This design comes from an exercise in tuning for small area, a short achievable clock period and few clock cycles on the open sky130 flow, not from production work. Power and IR drop assume default switching activity.

==> run R <==
==> flow/design.v <==
module baton_relay_core (
    input  wire        clk,
    input  wire        rst,
    input  wire [63:0] cfg_turns_required,
    input  wire        cmd_valid,
    output wire        cmd_ready,
    input  wire [1:0]  cmd_op,
    input  wire [7:0]  cmd_seed,
    input  wire        rx_valid,
    output wire        rx_ready,
    input  wire [63:0] rx_data,
    input  wire [3:0]  rx_len,
    input  wire        rx_fin,
    input  wire        offer_valid,
    output wire        offer_ready,
    input  wire [15:0] offer_len,
    output wire        tx_valid,
    input  wire        tx_ready,
    output wire [63:0] tx_data,
    output wire [3:0]  tx_len,
    output wire        tx_fin,
    output wire        tx_last,
    output wire        idle,
    output wire [2:0]  state,
    output wire        role,
    output wire [7:0]  baton_out,
    output wire [7:0]  baton_in,
    output wire [63:0] turn_count,
    output wire [63:0] rx_byte_count,
    output wire [2:0]  close_code,
    output wire        dgram_ready,
    output wire [7:0]  dgram_value
);
    localparam OP_ACCEPT   = 2'd0;
    localparam OP_CONNECT  = 2'd1;
    localparam OP_DEREG    = 2'd2;
    localparam OP_TIMEOUT  = 2'd3;
    localparam S_IDLE   = 3'd0;
    localparam S_READY  = 3'd1;
    localparam S_SENT   = 3'd2;
    localparam S_DONE   = 3'd3;
    localparam S_CLOSED = 3'd5;
    localparam [1:0] CC_SUCCESS   = 2'b00;
    localparam [1:0] CC_MALFORMED = 2'b01;
    localparam [1:0] CC_TIMEOUT   = 2'b10;
    localparam [1:0] CC_NONE      = 2'b11;
    localparam [1:0] D_IDLE = 2'd0;    
    localparam [1:0] D_LEN2 = 2'd1;    
    localparam [1:0] D_BODY = 2'd2;    
    localparam [1:0] D_DONE = 2'd3;    
    reg [2:0]  st;
    reg        role_r;
    reg [7:0]  baton_out_r;
    reg [7:0]  baton_in_r;
    reg        first_seen;
    reg [63:1] tc_hi;           
    reg [63:0] rx_bytes;
    reg [1:0]  cc;
    reg        dgram_ready_r;
    reg [7:0]  dgram_value_r;
    reg [63:1] rq;              
    reg        rc;              
    reg        r257;            
    reg        reached;         
    reg [1:0]  dph;
    reg [13:0] rem;             
    reg        send_q;          
    reg [14:0] fl;              
    reg        tx_busy;
    reg        last_r;          
    reg [15:0] w;               
    reg        fin_o;           
    reg [1:0]  hdr;             
    reg        turn_chk;
    reg        turn_fin;
    reg [7:1]  tc_cin;
    reg [7:1]  rb_cin;
    wire in_idle = !tx_busy && !turn_chk && !turn_fin && (rb_cin == 7'd0);
    assign idle        = in_idle;
    assign cmd_ready   = in_idle;
    assign rx_ready    = in_idle;
    assign offer_ready = in_idle;
    wire tc0 = (st != S_IDLE) && !role_r;
    assign state         = st;
    assign role          = role_r;
    assign baton_out     = baton_out_r;
    assign baton_in      = baton_in_r;
    assign turn_count    = {tc_hi, tc0};
    assign rx_byte_count = rx_bytes;
    assign close_code    = {cc[1], cc[0], cc[1] & cc[0]};
    assign dgram_ready   = dgram_ready_r;
    assign dgram_value   = dgram_value_r;
    wire active = (st != S_IDLE) && (st != S_CLOSED);
    wire cmd_go   = in_idle && cmd_valid;
    wire rx_go    = in_idle && !cmd_valid && rx_valid;
    wire offer_go = in_idle && !cmd_valid && !rx_valid && offer_valid;
    wire [3:0] beat_len = last_r ? w[3:0] : 4'd8;
    wire       beat_fin = last_r && fin_o;
    reg [63:0] beat_data;
    integer i;
    always @(*) begin
        for (i = 0; i < 8; i = i + 1)
            beat_data[i*8 +: 8] = (beat_fin && (i + 1 >= w[3:0])) ? baton_out_r : 8'd0;
        if (hdr[0]) beat_data[7:0]  = 8'h3f;
        if (hdr[1]) beat_data[15:0] = 16'hff7f;
    end
    assign tx_valid = tx_busy;
    assign tx_data  = beat_data;
    assign tx_len   = beat_len;
    assign tx_fin   = beat_fin;
    assign tx_last  = last_r;
    wire beat_go = tx_busy && tx_ready;
    wire [15:0] m = offer_len;
    wire        offer_writes = active && send_q && (m != 16'd0);
    wire        choose = (fl == 15'd0);
    wire        bo_zero = (baton_out_r == 8'd0);
    wire        m_one = (m == 16'd1);
    wire [14:0] len_choice = bo_zero ? 15'd2 : m_one ? 15'd65 : 15'd16386;
    wire [14:0] frame_left = choose ? len_choice : fl;
    wire        m_ge_fl = (m >= {1'b0, fl});
    wire        covers = !choose ? m_ge_fl :
                         bo_zero ? (m[15:1] != 15'd0) : (m >= 16'd16386);
    wire [14:0] fl_sub = (choose ? 15'd16386 : fl) - m[14:0];
    wire [14:0] fl_after = !choose ? fl_sub : bo_zero ? 15'd1 : m_one ? 15'd64 : fl_sub;
    wire [15:0] w_new = covers ? {1'b0, frame_left} : m;
    wire        m_le8 = (m[15:4] == 12'd0) && (m[3:0] <= 4'd8);
    wire        fl_le8 = (fl[14:4] == 11'd0) && (fl[3:0] <= 4'd8);
    wire        last_new = m_le8 || (choose ? bo_zero : fl_le8);
    wire [7:0] b0 = rx_data[7:0];
    wire [7:0] b1 = rx_data[15:8];
    wire [3:0] n  = rx_len;
    reg [14:0] idx;
    always @(*) begin
        case (dph)
        D_IDLE:  idx = b0[6] ? ({1'b0, b0[5:0], b1} + 15'd2) : ({9'd0, b0[5:0]} + 15'd1);
        D_LEN2:  idx = {1'b0, rem[13:8], b0} + 15'd1;
        default: idx = {1'b0, rem};
        endcase
    end
    wire        bad_pfx   = (dph == D_IDLE) && b0[7];
    wire        has_baton = (idx[14:3] == 12'd0) && ({1'b0, idx[2:0]} < n);
    wire        extra     = (idx[14:3] == 12'd0) && ({1'b0, idx[2:0]} + 4'd1 < n);
    wire [7:0]  rx_baton  = rx_data[idx[2:0]*8 +: 8];
    wire [14:0] rem_next  = idx - {11'd0, n};
    wire        pfx_split = (dph == D_IDLE) && b0[6] && (n == 4'd1);
    wire rx_n0      = (n == 4'd0);
    wire rx_close   = rx_n0 ? (rx_fin && (dph == D_LEN2 || dph == D_BODY))
                            : ((dph == D_DONE) || bad_pfx || (has_baton && extra) ||
                               (rx_fin && !has_baton));
    wire rx_turn    = !rx_n0 && (dph != D_DONE) && !bad_pfx && has_baton && !extra;
    wire [7:0]  b          = baton_in_r;
    wire [7:0]  b_plus1    = b + 8'd1;
    wire [7:0]  b_corrupt  = b + 8'd31;
    wire        seq_error  = first_seen && (b != baton_out_r + 8'd1);
    wire [4:0]  m7a        = {2'd0, b[2:0]} + {2'd0, b[5:3]} + {3'd0, b[7:6]};
    wire [3:0]  m7b        = {1'b0, m7a[2:0]} + {2'd0, m7a[4:3]};
    wire        arm_dgram  = role_r ? (m7b == 4'd1 || m7b == 4'd8)
                                    : (m7b == 4'd0 || m7b == 4'd7);
    wire        k_eq_rq    = (tc_hi == rq);
    wire        reached_k  = reached || k_eq_rq;           
    wire        terminal   = rc ? reached : reached_k;    
    wire        k_ge2      = (tc_hi[63:2] != 62'd0);
    wire        k_ge3      = (tc_hi[63:3] != 61'd0) || (tc_hi[2] && tc_hi[1]);
    wire        corrupting = r257 && (role_r ? k_ge3 : k_ge2);    
    wire [63:0] cfg = cfg_turns_required;
    wire        cfg_rc = (cmd_op == OP_CONNECT) || cfg[0];
    wire [4:0]  rxb_lo = {1'b0, rx_bytes[3:0]} + {1'b0, n};
    integer j;
    always @(posedge clk) begin
        if (rst) begin
            st            <= S_IDLE;
            role_r        <= 1'b0;
            baton_out_r   <= 8'd0;
            baton_in_r    <= 8'd0;
            first_seen    <= 1'b0;
            tc_hi         <= 63'd0;
            rx_bytes      <= 64'd0;
            cc            <= CC_NONE;
            dgram_ready_r <= 1'b0;
            dgram_value_r <= 8'd0;
            dph           <= D_IDLE;
            send_q        <= 1'b0;
            fl            <= 15'd0;
            tx_busy       <= 1'b0;
            turn_chk      <= 1'b0;
            turn_fin      <= 1'b0;
            tc_cin        <= 7'd0;
            rb_cin        <= 7'd0;
        end else begin
            if (cmd_go) begin
                case (cmd_op)
                OP_ACCEPT, OP_CONNECT: begin
                    if (st == S_IDLE &&
                        (cmd_op == OP_CONNECT || (cmd_seed >= 8'd1 && cmd_seed <= 8'd128))) begin
                        st            <= S_READY;
                        role_r        <= (cmd_op == OP_CONNECT);
                        baton_out_r   <= (cmd_op == OP_ACCEPT) ? cmd_seed : 8'd0;
                        baton_in_r    <= 8'd0;
                        first_seen    <= 1'b0;
                        rq            <= cfg[63:1];
                        rc            <= cfg_rc;
                        r257          <= (cfg == 64'd257);
                        reached       <= (cfg[63:1] == 63'd0);
                        tc_hi         <= 63'd0;
                        rx_bytes      <= 64'd0;
                        cc            <= CC_NONE;
                        dgram_ready_r <= 1'b0;
                        dgram_value_r <= 8'd0;
                        dph           <= D_IDLE;
                        fl            <= 15'd0;
                        send_q        <= (cmd_op == OP_ACCEPT);
                    end
                end
                OP_DEREG: begin
                    if (st != S_IDLE) begin
                        if (role_r) begin
                            st <= S_CLOSED;
                        end else begin
                            st            <= S_IDLE;
                            role_r        <= 1'b0;
                            baton_out_r   <= 8'd0;
                            baton_in_r    <= 8'd0;
                            first_seen    <= 1'b0;
                            tc_hi         <= 63'd0;
                            rx_bytes      <= 64'd0;
                            cc            <= CC_NONE;
                            dgram_ready_r <= 1'b0;
                            dgram_value_r <= 8'd0;
                            dph           <= D_IDLE;
                            send_q        <= 1'b0;
                            fl            <= 15'd0;
                        end
                    end
                end
                default: begin  
                    if (active) begin
                        st <= S_CLOSED;
                        cc <= CC_TIMEOUT;
                    end
                end
                endcase
            end
            if (rx_go && active) begin
                rx_bytes[3:0] <= rxb_lo[3:0];
                if (rxb_lo[4]) begin
                    rx_bytes[11:4] <= rx_bytes[11:4] + 8'd1;
                    rb_cin[1]      <= (rx_bytes[11:4] == 8'hff);
                end
                if (rx_close) begin
                    st <= S_CLOSED;
                    cc <= CC_MALFORMED;
                end
                if (!rx_n0 && dph != D_DONE && !bad_pfx) begin
                    if (has_baton) begin
                        baton_in_r <= rx_baton;
                        dph        <= D_DONE;
                    end else if (pfx_split) begin
                        dph        <= D_LEN2;
                        rem[13:8]  <= b0[5:0];
                    end else begin
                        dph        <= D_BODY;
                        rem        <= rem_next[13:0];
                    end
                end
                if (rx_turn)
                    turn_chk <= 1'b1;
            end
            for (j = 1; j < 7; j = j + 1) begin
                if (rb_cin[j]) begin
                    rx_bytes[j*8+4 +: 8] <= rx_bytes[j*8+4 +: 8] + 8'd1;
                    rb_cin[j]   <= 1'b0;
                    rb_cin[j+1] <= (rx_bytes[j*8+4 +: 8] == 8'hff);
                end
            end
            if (rb_cin[7]) begin
                rx_bytes[63:60] <= rx_bytes[63:60] + 4'd1;
                rb_cin[7]       <= 1'b0;
            end
            if (offer_go) begin
                tx_busy <= 1'b1;
                hdr     <= 2'b00;
                fin_o   <= 1'b0;
                if (offer_writes) begin
                    w      <= w_new;
                    last_r <= last_new;
                    if (choose)
                        hdr <= bo_zero ? 2'b00 : m_one ? 2'b01 : 2'b10;
                    if (covers) begin
                        fin_o  <= 1'b1;
                        fl     <= 15'd0;
                        send_q <= 1'b0;
                        dph    <= D_IDLE;
                        if (st != S_DONE)
                            st <= S_SENT;
                    end else begin
                        fl     <= fl_after;
                    end
                end else begin
                    w      <= 16'd0;
                    last_r <= 1'b1;
                end
            end
            if (beat_go) begin
                hdr     <= 2'b00;
                w[15:3] <= w[15:3] - 13'd1;
                last_r  <= (w[15:5] == 11'd0) && (!w[4] || w[3:0] == 4'd0);
                if (last_r)
                    tx_busy <= 1'b0;
            end
            if (turn_chk) begin
                turn_chk <= 1'b0;
                if (b == 8'd0) begin
                    st <= S_CLOSED;
                    cc <= CC_SUCCESS;
                end else if (seq_error) begin
                    st <= S_CLOSED;
                    cc <= CC_MALFORMED;
                end else begin
                    first_seen <= 1'b1;
                    if (arm_dgram) begin
                        dgram_ready_r <= 1'b1;
                        dgram_value_r <= b;
                    end
                    tc_hi[8:1] <= tc_hi[8:1] + 8'd1;
                    tc_cin[1]  <= (tc_hi[8:1] == 8'hff);
                    turn_fin   <= 1'b1;
                end
            end
            for (j = 1; j < 7; j = j + 1) begin
                if (tc_cin[j]) begin
                    tc_hi[j*8+1 +: 8] <= tc_hi[j*8+1 +: 8] + 8'd1;
                    tc_cin[j]   <= 1'b0;
                    tc_cin[j+1] <= (tc_hi[j*8+1 +: 8] == 8'hff);
                end
            end
            if (tc_cin[7]) begin
                tc_hi[63:57] <= tc_hi[63:57] + 7'd1;
                tc_cin[7]    <= 1'b0;
            end
            if (turn_fin && tc_cin == 7'd0) begin
                turn_fin <= 1'b0;
                reached  <= reached_k;
                if (terminal) begin
                    baton_out_r <= 8'd0;
                    st          <= S_DONE;
                end else if (corrupting) begin
                    baton_out_r <= (b_corrupt == 8'd0) ? 8'd1 : b_corrupt;
                    st          <= S_SENT;
                end else begin
                    baton_out_r <= b_plus1;
                    st          <= S_SENT;
                end
                send_q <= 1'b1;
                fl     <= 15'd0;
            end
        end
    end
endmodule
==> flow/flow/run.sh <==
#!/bin/bash
# Standard layout, with every port buffered by the smallest buffer instead of
# the flow's default choice. Full make output goes to standard.log.
set -euo pipefail
export BUFFER_PORTS_ARGS="-buffer_cell sky130_fd_sc_hd__buf_1"
bash standard.sh finish > standard.log 2>&1
==> flow/standard.sh <==
#!/bin/bash
# synth_recipe.tcl (not shown) runs the flow's synth.tcl, then flattens the netlist and writes it again
# the make line also repeats each setting of config.mk as NAME=value (left out here)
make -C /OpenROAD-flow-scripts/flow DESIGN_CONFIG=/design/flow/config.mk WORK_HOME=/design/flow/orfs CLKGATE_MAP_FILE= SYNTH_SCRIPT=/design/flow/synth_recipe.tcl "${@:-finish}"
==> flow/config.mk <==
export PLATFORM = sky130hd
export DESIGN_NAME = baton_relay_core
export DESIGN_NICKNAME = baton_relay_core
export VERILOG_FILES = /design/flow/design.v
export SDC_FILE = /design/flow/constraint.sdc
export NUM_CORES = 4
export LEC_CHECK = 0
export CAP_MARGIN = 20
export CORE_MARGIN = 2
export CORE_UTILIZATION = 40
export SETUP_SLACK_MARGIN = 4.5
export SLEW_MARGIN = 20
==> flow/constraint.sdc <==
create_clock -name core_clock -period 8.0 [get_ports {clk}]
set_input_delay 1.6000 -clock core_clock [delete_from_list [all_inputs] [get_ports {clk}]]
set_output_delay 1.6000 -clock core_clock [all_outputs]
set_load 0.01 [all_outputs]
==> run P: changes against run R <==
SETUP_SLACK_MARGIN = unset   (was 4.5)
==> comparison <==
In run P the worst setup slack is lower than in run R, by 1.8 ns. Sequential cell count is the same in run P and run R. Die area is the same in run P and run R. Of run R and run P, run R has the higher routed wire length (gap about 11%, measured against run P). In synthesized cell count, run P and run R do not differ. Against run R, the combinational power of run P is smaller by about 30%. In run P the final area is smaller than in run R, by 12%. Between run P and run R, the lower count of clock-buffer cells in the layout is in run R (gap 5).
Function was not checked in any run of this note: the RTL went through the layout flow alone.

==> port drivers added, routing unchanged <==
The flow's constraints put no driver on any port. The routed layouts listed below were extracted and timed again, unchanged, in two steps. Step 1: set_driving_cell puts a clkbuf_16 on clk and a buf_2 on each other input, an assumption about the parent block. Step 2 moves the port delays by t, midway between the first and last clock arrival at a register: inputs arrive t later, outputs are due t later. That takes back most of the time a late clock gives input paths. Three values: no drivers, after step 1, after step 2; two values: the first two.
| run | shift t [ns] | slack for setup (ns) | worst setup path at the end | latest minus earliest clock arrival (ns) | worst slew at a driven data input, ns |
|---|---|---|---|---|---|
| run R | 0.611 | 4.214 / 4.125 / 3.515 | input to register | 0.033 / 0.033 | 0.14 |
| run P | 0.613 | 2.392 / 2.414 / 1.801 | input to register | 0.026 / 0.026 | 0.07 |
After both steps every run listed still meets setup and hold. For run R, which loses most, drivers alone change the setup slack by -0.089 ns; drivers and shift together by -0.699 ns.
